This design comes from an exercise in tuning for small area, a short achievable clock period and few clock cycles on the open sky130 flow, not from production work. The RTL was checked by simulation tests, not by an equivalence proof against the original design.

== rev 12 ==
## gf2_isirr
module gf2_isirr (
    input  wire        clk,
    input  wire        rst,
    input  wire        start,
    input  wire [63:0] f,
    input  wire [5:0]  n,
    output wire        busy,
    output reg         done,
    output reg         err,
    output reg         irr,
    output reg  [6:0]  missed
);
    localparam integer KD = 4;      
    localparam integer KL = 2;      
    localparam integer J  = 2;      
    localparam integer T  = 4;      
    localparam integer NQ = 64 / KD;
    localparam [3:0] S_IDLE  = 4'd0,
                     S_CHECK = 4'd1,
                     S_GCD0  = 4'd2,
                     S_LOOP  = 4'd5,
                     S_DIV   = 4'd6,
                     S_DEG   = 4'd7,
                     S_CNT   = 4'd8;
    reg [3:0]   st;
    reg         bsy;
    reg [63:0]  F;           
    reg [63:0]  A, B;        
    reg [127:0] W;           
    reg [7:0]   dl;          
    reg         g1r;         
    reg         gzr;         
    reg [5:0]   m;           
    reg [5:0]   kq;          
    reg [5:0]   cnt;         
    reg [5:0]   dd;          
    reg [2:0]   ds_r;        
    reg [5:0]   t;           
    reg [6:0]   r;           
    reg [KD-1:0] finv;       
    reg         p1, p2;      
    reg [1:0]   p3;          
    reg         wz;          
    assign busy = bsy;
    function [5:0] deg64;
        input [63:0] v;
        integer i;
        begin
            deg64 = 6'd0;
            for (i = 0; i < 64; i = i + 1)
                if (v[i]) deg64 = i[5:0];
        end
    endfunction
    wire [5:0] deg_f = deg64(F);
    localparam integer L  = J * T;
    localparam integer CO = J * T;
    localparam integer NC = 2 * CO + 1;
    reg [L-1:0] anl_n, bnl_n;
  ...
export LEC_CHECK = 0
export CAP_MARGIN = 20
export CORE_MARGIN = 2
export CORE_UTILIZATION = 40
export PLACE_DENSITY = 0.55
export SLEW_MARGIN = 20
create_clock -name core_clock -period 12.0 [get_ports {clk}]
standard.sh (not shown) runs the stock make flow with config.mk's settings and CLKGATE_MAP_FILE= SYNTH_SCRIPT=/design/flow/synth_recipe.tcl, a recipe that flattens the netlist after the stock synthesis.
==> flow/flow/run.sh <==
#!/bin/bash
set -euo pipefail
bash standard.sh finish SETUP_SLACK_MARGIN=7.5 > standard.log 2>&1
Testbench counts of rev 12, summed over its fixed seeds: cycles 48,603.
Input changes introduced in rev 13 (baseline for comparison: rev 12):
--- a/flow/design.v
+++ b/flow/design.v
@@ -8,19 +8,18 @@
     output reg         done,
     output reg         err,
     output reg         irr,
     output reg  [6:0]  missed
 );
     localparam integer KD = 4;      
     localparam integer KL = 2;      
     localparam integer J  = 2;      
     localparam integer T  = 4;      
-    localparam integer NQ = 64 / KD;
     localparam [3:0] S_IDLE  = 4'd0,
                      S_CHECK = 4'd1,
                      S_GCD0  = 4'd2,
                      S_LOOP  = 4'd5,
                      S_DIV   = 4'd6,
                      S_DEG   = 4'd7,
                      S_CNT   = 4'd8;
     reg [3:0]   st;
     reg         bsy;
@@ -235,19 +234,19 @@
     always @* begin
         st_nx = st;
         case (st)
             S_IDLE:  if (start) st_nx = S_CHECK;
             S_CHECK: st_nx = S_GCD0;
             S_GCD0:  if (g1) st_nx = S_LOOP;
             S_LOOP:  if (gfin && !g1 && cz) st_nx = S_DIV;
             S_DIV:   if (wz) st_nx = S_DEG;
             S_DEG:   st_nx = S_CNT;
-            S_CNT:   if (t == dd) st_nx = S_LOOP;
+            S_CNT:   if ((t == dd) || (dd == 6'd3)) st_nx = S_LOOP;
             default: st_nx = S_IDLE;
         endcase
         if (fin) st_nx = S_IDLE;
     end
     always @(posedge clk) begin
         if (rst) begin
             st     <= S_IDLE;
             bsy    <= 1'b0;
             done   <= 1'b0;
@@ -266,33 +265,52 @@
         end
     end
     wire s_idle = (st == S_IDLE);
     wire s_chk  = (st == S_CHECK);
     wire s_g0   = (st == S_GCD0);
     wire s_lp   = (st == S_LOOP);
     wire s_div  = (st == S_DIV);
     wire s_deg  = (st == S_DEG);
     wire s_cnt  = (st == S_CNT);
-    wire fake   = (dd[5:2] == 4'd0) & (dd[1:0] != 2'd3);    
+    wire fake   = (dd == 6'd0);                              
     wire cnst   = ~fake & (dd1 <= {3'd0, ds_r});
     wire syn    = s_lp & g1 & (fake | cnst | cz);
     wire dvs    = s_lp & gfin & ~g1 & cz;
-    wire cend   = s_cnt & (t == dd);
+    wire cend   = s_cnt & ((t == dd) | (dd == 6'd3));
     wire step   = s_g0 | (s_lp & ~syn & ~dvs);
     wire mstep  = ((s_g0 | s_lp) & ~cz) | s_div;
     wire sqr    = syn & ~fake & ~cnst;
     wire ab_ld  = s_chk | syn | s_cnt;
     wire [63:0] a_chk = F[0] ? F : fder;
     wire [63:0] b_chk = F[0] ? fder : F;
-    wire [63:0] a_syn = (dd == 6'd0) ? (p1 ? 64'd3 : 64'd1) :
-                        (dd == 6'd1) ? (p2 ? 64'd7 : 64'd1) :
-                        (dd == 6'd2) ? (p3 == 2'd0 ? 64'd1 : p3 == 2'd1 ? 64'hb :
-                                        p3 == 2'd2 ? 64'hd : 64'h7f) : F;
+    reg  [63:0] gfk;             
+    always @* begin
+        case ({p1, p2, p3})
+            4'b0000: gfk = 64'h1;
+            4'b0001: gfk = 64'hb;
+            4'b0010: gfk = 64'hd;
+            4'b0011: gfk = 64'h7f;
+            4'b0100: gfk = 64'h7;
+            4'b0101: gfk = 64'h31;
+            4'b0110: gfk = 64'h23;
+            4'b0111: gfk = 64'h17d;
+            4'b1000: gfk = 64'h3;
+            4'b1001: gfk = 64'h1d;
+            4'b1010: gfk = 64'h17;
+            4'b1011: gfk = 64'h81;
+            4'b1100: gfk = 64'h9;
+            4'b1101: gfk = 64'h53;
+            4'b1110: gfk = 64'h65;
+            default: gfk = 64'h387;
+        endcase
+    end
+    wire [2:0]  nfk   = {2'd0, p1} + {2'd0, p2} + {2'd0, p3[0]} + {2'd0, p3[1]};
+    wire [63:0] a_syn = fake ? gfk : F;
     wire [63:0] b_cst = (dd1[2:0] == 3'd3) ? 64'h81 :
                         (dd1[2:0] == 3'd4) ? 64'h8001 :
                         (dd1[2:0] == 3'd5) ? 64'h80000001 : 64'h8000000000000001;
     wire [63:0] b_syn = fake ? 64'd0 : cnst ? b_cst : (W[63:0] ^ onek);
     wire [7:0]  e_cst = (dd1[2:0] == 3'd3) ? 8'd7 : (dd1[2:0] == 3'd4) ? 8'd15 :
                         (dd1[2:0] == 3'd5) ? 8'd31 : 8'd63;    
     reg  [63:0] b_div;
     always @* begin
         b_div = B;
@@ -336,23 +354,23 @@
         if (s_chk)      finv <= inv_lo(F[0] ? F[KD-1:0] : F[KD:1]);
         else if (dvs)   finv <= inv_lo(A[KD-1:0]);
         else if (s_deg) finv <= inv_lo(F[KD-1:0]);
         if (s_idle)     m <= n;
         else if (s_chk) m <= m_n;
         else if (s_deg) m <= deg_f;
         if (s_deg)      t <= m - deg_f;
         else if (s_cnt) t <= t - dd;
         if (s_chk)      r <= F[0] ? 7'd0 : 7'd1;
-        else if (s_cnt) r <= r + 7'd1;
+        else if (s_cnt) r <= r + ((dd == 6'd3) ? {4'd0, nfk} : 7'd1);
         if (s_chk)      kq <= kq_n;
         else if (cend)  kq <= kq_of_m;
         if (s_chk)      dd <= 6'd0;
-        else if (syn)   dd <= dd1;
+        else if (syn)   dd <= fake ? 6'd3 : dd1;
         if (s_chk)      ds_r <= ds_n;
         if (dvs)        wz <= 1'b0;
         else if (s_div) wz <= (W[63:0] == 64'd0);
         if (s_chk) begin
             p1 <= ~(^F);
             p2 <= (fs3[0] == fs3[1]) && (fs3[1] == fs3[2]);
             p3 <= {modp(fold7, 5'b01101, 3) == 4'd0, modp(fold7, 5'b01011, 3) == 4'd0};
         end
     end
Rev 13 vs. rev 12: number of cells in the finished layout apart from fillers up about 1.3%; wire length of the first global-routing pass now larger; net count after synthesis about even. Relative to rev 12, number of vias per cell after detailed routing increased by 0.84% in rev 13. Final worst setup slack delta for rev 13 relative to rev 12: 0.059 ns lower. In rev 13, the wire length reported by the detailed router came out 11 mm above the value in rev 12.
Testbench counts of rev 13, summed over its fixed seeds: cycles 47,865.

old:
gf2_isirr, a different RTL version from the one above (not shown whole).
Size: about 4700 cells after synthesis, roughly 370 flip-flops, ~84 I/O pins.
## gf2_isirr
module gf2_isirr (
    input  wire        clk,
    input  wire        rst,
    input  wire        start,
    input  wire [63:0] f,
    input  wire [5:0]  n,
    output wire        busy,
    output reg         done,
    output reg         err,
    output reg         irr,
    output reg  [6:0]  missed
);
    localparam integer KD = 4;      
    localparam integer KL = 2;      
    localparam integer J  = 2;      
    localparam integer T  = 4;      
    localparam integer NQ = 64 / KD;
    localparam [3:0] S_IDLE  = 4'd0,
                     S_CHECK = 4'd1,
                     S_GCD0  = 4'd2,
                     S_LOOP  = 4'd5,
                     S_DIV   = 4'd6,
                     S_DEG   = 4'd7,
                     S_CNT   = 4'd8;
    reg [3:0]   st;
    reg         bsy;
    reg [63:0]  F;           
    reg [63:0]  A, B;        
    reg [127:0] W;           
    reg [7:0]   dl;          
    reg         g1r;         
    reg         gzr;         
    reg [5:0]   m;           
    reg [5:0]   kq;          
    reg [5:0]   cnt;         
    reg [5:0]   dd;          
    reg [2:0]   ds_r;        
    reg [5:0]   t;           
    reg [6:0]   r;           
    reg [KD-1:0] finv;       
    reg         p1, p2;      
    reg         wz;          
    assign busy = bsy;
    function [5:0] deg64;
        input [63:0] v;
        integer i;
        begin
            deg64 = 6'd0;
            for (i = 0; i < 64; i = i + 1)
                if (v[i]) deg64 = i[5:0];
        end
    endfunction
    wire [5:0] deg_f = deg64(F);
    localparam integer L  = J * T;
    localparam integer CO = J * T;
    localparam integer NC = 2 * CO + 1;
    reg [L-1:0] anl_n, bnl_n;
    reg [NC:0] lt;
    integer    li, lb;
    reg [8:0]  kv;
    reg        lres;
  ...
clock: 12.0 ns
lec_check: 0
cap_margin: 20
core_margin: 2
core_utilization: 40
cts_buf_list: sky130_fd_sc_hd__clkbuf_8
place_density: 0.55
slew_margin: 20
Scripts as last shown in full above: flow/flow/run.sh
Testbench counts of old, summed over its fixed seeds: cycles 50,481.
Setup changes, old to new
diff --git a/flow/design.v b/flow/design.v
--- a/flow/design.v
+++ b/flow/design.v
@@ -28,19 +28,18 @@
     reg [63:0]  A, B;        
     reg [127:0] W;           
     reg [7:0]   dl;          
     reg         g1r;         
     reg         gzr;         
     reg [5:0]   m;           
     reg [5:0]   kq;          
     reg [5:0]   cnt;         
     reg [5:0]   dd;          
-    reg [2:0]   ds_r;        
     reg [5:0]   t;           
     reg [6:0]   r;           
     reg [KD-1:0] finv;       
     reg         p1, p2;      
     reg         wz;          
     assign busy = bsy;
     function [5:0] deg64;
         input [63:0] v;
         integer i;
@@ -174,22 +173,18 @@
     wire [5:0]  kq_of_m  = kq_of_m7[5:0];
     wire [6:0]  kk       = {1'b0, kq} << KL;                  
     wire [5:0]  km1      = kk[5:0] - 6'd1;                    
     wire [63:0] onek     = 64'd1 << km1;                      
     wire [5:0]  m_n      = F[0] ? m : m - 6'd1;               
     wire [6:0]  kq_n7    = ({1'b0, m_n} + KD - 1) >> KL;
     wire [5:0]  kq_n     = kq_n7[5:0];
     wire [6:0]  kn7      = {1'b0, kq_n} << KL;
     wire [5:0]  kn1      = kn7[5:0] - 6'd1;                   
-    wire [2:0]  ds_n     = kn7[6] ? 3'd6 : kn7[5] ? 3'd5 : kn7[4] ? 3'd4 :
-                           kn7[3] ? 3'd3 : 3'd2;
-    wire [6:0]  k2ds     = 7'd1 << ds_n;
-    wire [5:0]  w0p      = kn7[5:0] - k2ds[5:0];              
     wire [5:0]  dd1      = dd + 6'd1;
     wire        more     = ({dd1, 1'b0} <= {1'b0, m});        
     wire [6:0]  rfin     = r + {6'd0, (m != 6'd0)};
     wire        cz       = (cnt == 6'd0);
     wire        g1       = g1r | (A == 64'd1) | (B == 64'd1);
     wire        gz       = gzr | (B == 64'd0);
     wire        gfin     = g1 | gz;
     wire chk_err  = (m == 6'd0) || (deg_f != m);
     wire [63:0] fder = (F & 64'hAAAAAAAAAAAAAAAA) >> 1;       
@@ -242,54 +237,46 @@
         end
     end
     wire s_idle = (st == S_IDLE);
     wire s_chk  = (st == S_CHECK);
     wire s_g0   = (st == S_GCD0);
     wire s_lp   = (st == S_LOOP);
     wire s_div  = (st == S_DIV);
     wire s_deg  = (st == S_DEG);
     wire s_cnt  = (st == S_CNT);
-    wire fake   = (dd[5:1] == 5'd0);
-    wire cnst   = ~fake & (dd1 <= {3'd0, ds_r});
-    wire syn    = s_lp & g1 & (fake | cnst | cz);
+    wire syn    = s_lp & g1 & cz;
     wire dvs    = s_lp & gfin & ~g1 & cz;
     wire cend   = s_cnt & (t == dd);
     wire step   = s_g0 | (s_lp & ~syn & ~dvs);
     wire mstep  = ((s_g0 | s_lp) & ~cz) | s_div;
-    wire sqr    = syn & ~fake & ~cnst;
     wire ab_ld  = s_chk | syn | s_cnt;
     wire [63:0] a_chk = F[0] ? F : fder;
     wire [63:0] b_chk = F[0] ? fder : F;
     wire [63:0] a_syn = (dd == 6'd0) ? (p1 ? 64'd3 : 64'd1) :
                         (dd == 6'd1) ? (p2 ? 64'd7 : 64'd1) : F;
-    wire [63:0] b_cst = (dd1[2:0] == 3'd3) ? 64'h81 :
-                        (dd1[2:0] == 3'd4) ? 64'h8001 :
-                        (dd1[2:0] == 3'd5) ? 64'h80000001 : 64'h8000000000000001;
-    wire [63:0] b_syn = fake ? 64'd0 : cnst ? b_cst : (W[63:0] ^ onek);
-    wire [7:0]  e_cst = (dd1[2:0] == 3'd3) ? 8'd7 : (dd1[2:0] == 3'd4) ? 8'd15 :
-                        (dd1[2:0] == 3'd5) ? 8'd31 : 8'd63;    
+    wire [63:0] b_syn = (dd[5:1] == 5'd0) ? 64'd0 : (W[63:0] ^ onek);
     reg  [63:0] b_div;
     always @* begin
         b_div = B;
         if (cnt[5:4] == 2'b00) b_div[{cnt[3:0], 2'b00} +: KD] = q;
     end
     wire [63:0] a_nx = s_chk ? a_chk : syn ? a_syn : dvs ? W[63:0] :
                        step ? ga : A;
     wire [63:0] b_nx = s_chk ? b_chk : syn ? b_syn : step ? gb :
                        s_div ? b_div : B;
-    wire [127:0] w_nx = s_chk ? (128'd1 << {w0p, 1'b0}) : sqr ? sp :
+    wire [127:0] w_nx = s_chk ? (128'd1 << {kn1, 1'b0}) : syn ? sp :
                         dvs ? {64'd0, F} : cend ? {64'd0, A} :
                         mstep ? (wm & WMASK) : W;
-    wire [5:0] cnt_nx = s_chk ? kq_n : sqr ? kq : dvs ? 6'd0 :
+    wire [5:0] cnt_nx = s_chk ? kq_n : syn ? kq : dvs ? 6'd0 :
                         cend ? (kq - kq_of_m) :
                         mstep ? (s_div ? cnt + 6'd1 : cnt - 6'd1) : cnt;
     wire [7:0] dl_nx  = s_chk ? (F[0] ? 8'hFF : 8'd1) :
-                        syn ? ((cnst ? e_cst : ({1'b0, kk} - 8'd1)) - {2'b0, m}) :
+                        syn ? ({1'b0, kk} - 8'd1 - {2'b0, m}) :
                         step ? gd : dl;
     always @(posedge clk) begin
         A     <= a_nx;
         B     <= b_nx;
         anl_n <= ~a_nx[L-1:0];
         bnl_n <= ~b_nx[L-1:0];
         W     <= w_nx;
         cnt   <= cnt_nx;
         dl    <= dl_nx;
@@ -315,18 +302,17 @@
         else if (s_deg) m <= deg_f;
         if (s_deg)      t <= m - deg_f;
         else if (s_cnt) t <= t - dd;
         if (s_chk)      r <= F[0] ? 7'd0 : 7'd1;
         else if (s_cnt) r <= r + 7'd1;
         if (s_chk)      kq <= kq_n;
         else if (cend)  kq <= kq_of_m;
         if (s_chk)      dd <= 6'd0;
         else if (syn)   dd <= dd1;
-        if (s_chk)      ds_r <= ds_n;
         if (dvs)        wz <= 1'b0;
         else if (s_div) wz <= (W[63:0] == 64'd0);
         if (s_chk) begin
             p1 <= ~(^F);
             p2 <= (fs3[0] == fs3[1]) && (fs3[1] == fs3[2]);
         end
     end
 endmodule
### Flow results
Final cell count, new and old: smaller value in new. Number of global-route vias before repair sits lower in new than in old. For total wirelength of the detailed-routed design, dividing the value from new by the value from old gives 0.918. Relative to old, overall via count from detail_route decreased by about 6.4% in new. Per the comparison of new with old, cell depth of the worst min-delay path saw little to no change; synthesized-area fraction occupied by ao, oa, aoi and oai cells saw an increase.
Testbench counts of new, summed over its fixed seeds: cycles 55,204.

## separate check: timing with driven ports
Ports are ideal in the flow. The routed layouts listed here were re-timed in OpenROAD. Step 1 sets driving cells, clkbuf_16 on the clock port and buf_2 on the other inputs (assumed; they add their load-dependent delay and slew). Step 2 also shifts input and output timing later by t, the mid clock arrival at the registers, as if the neighbouring blocks saw the same clock. Three values: ideal ports, drivers, drivers and shift; two values: the first two.
run | shift t [ns] | setup WS [ns] | worst setup path after step 2 | latest minus earliest clock arrival (ns)
rev 12 | 0.718 | 7.455 / 7.455 / 7.455 | register to register | 0.042 / 0.041
rev 13 | 0.738 | 7.396 / 7.396 / 7.396 | register to register | 0.056 / 0.056
old | 0.796 | 7.397 / 7.397 / 7.397 | register to register | 0.086 / 0.086
new | 0.780 | 7.454 / 7.454 / 7.454 | register to register | 0.050 / 0.051
After both steps every run listed still meets setup and hold.
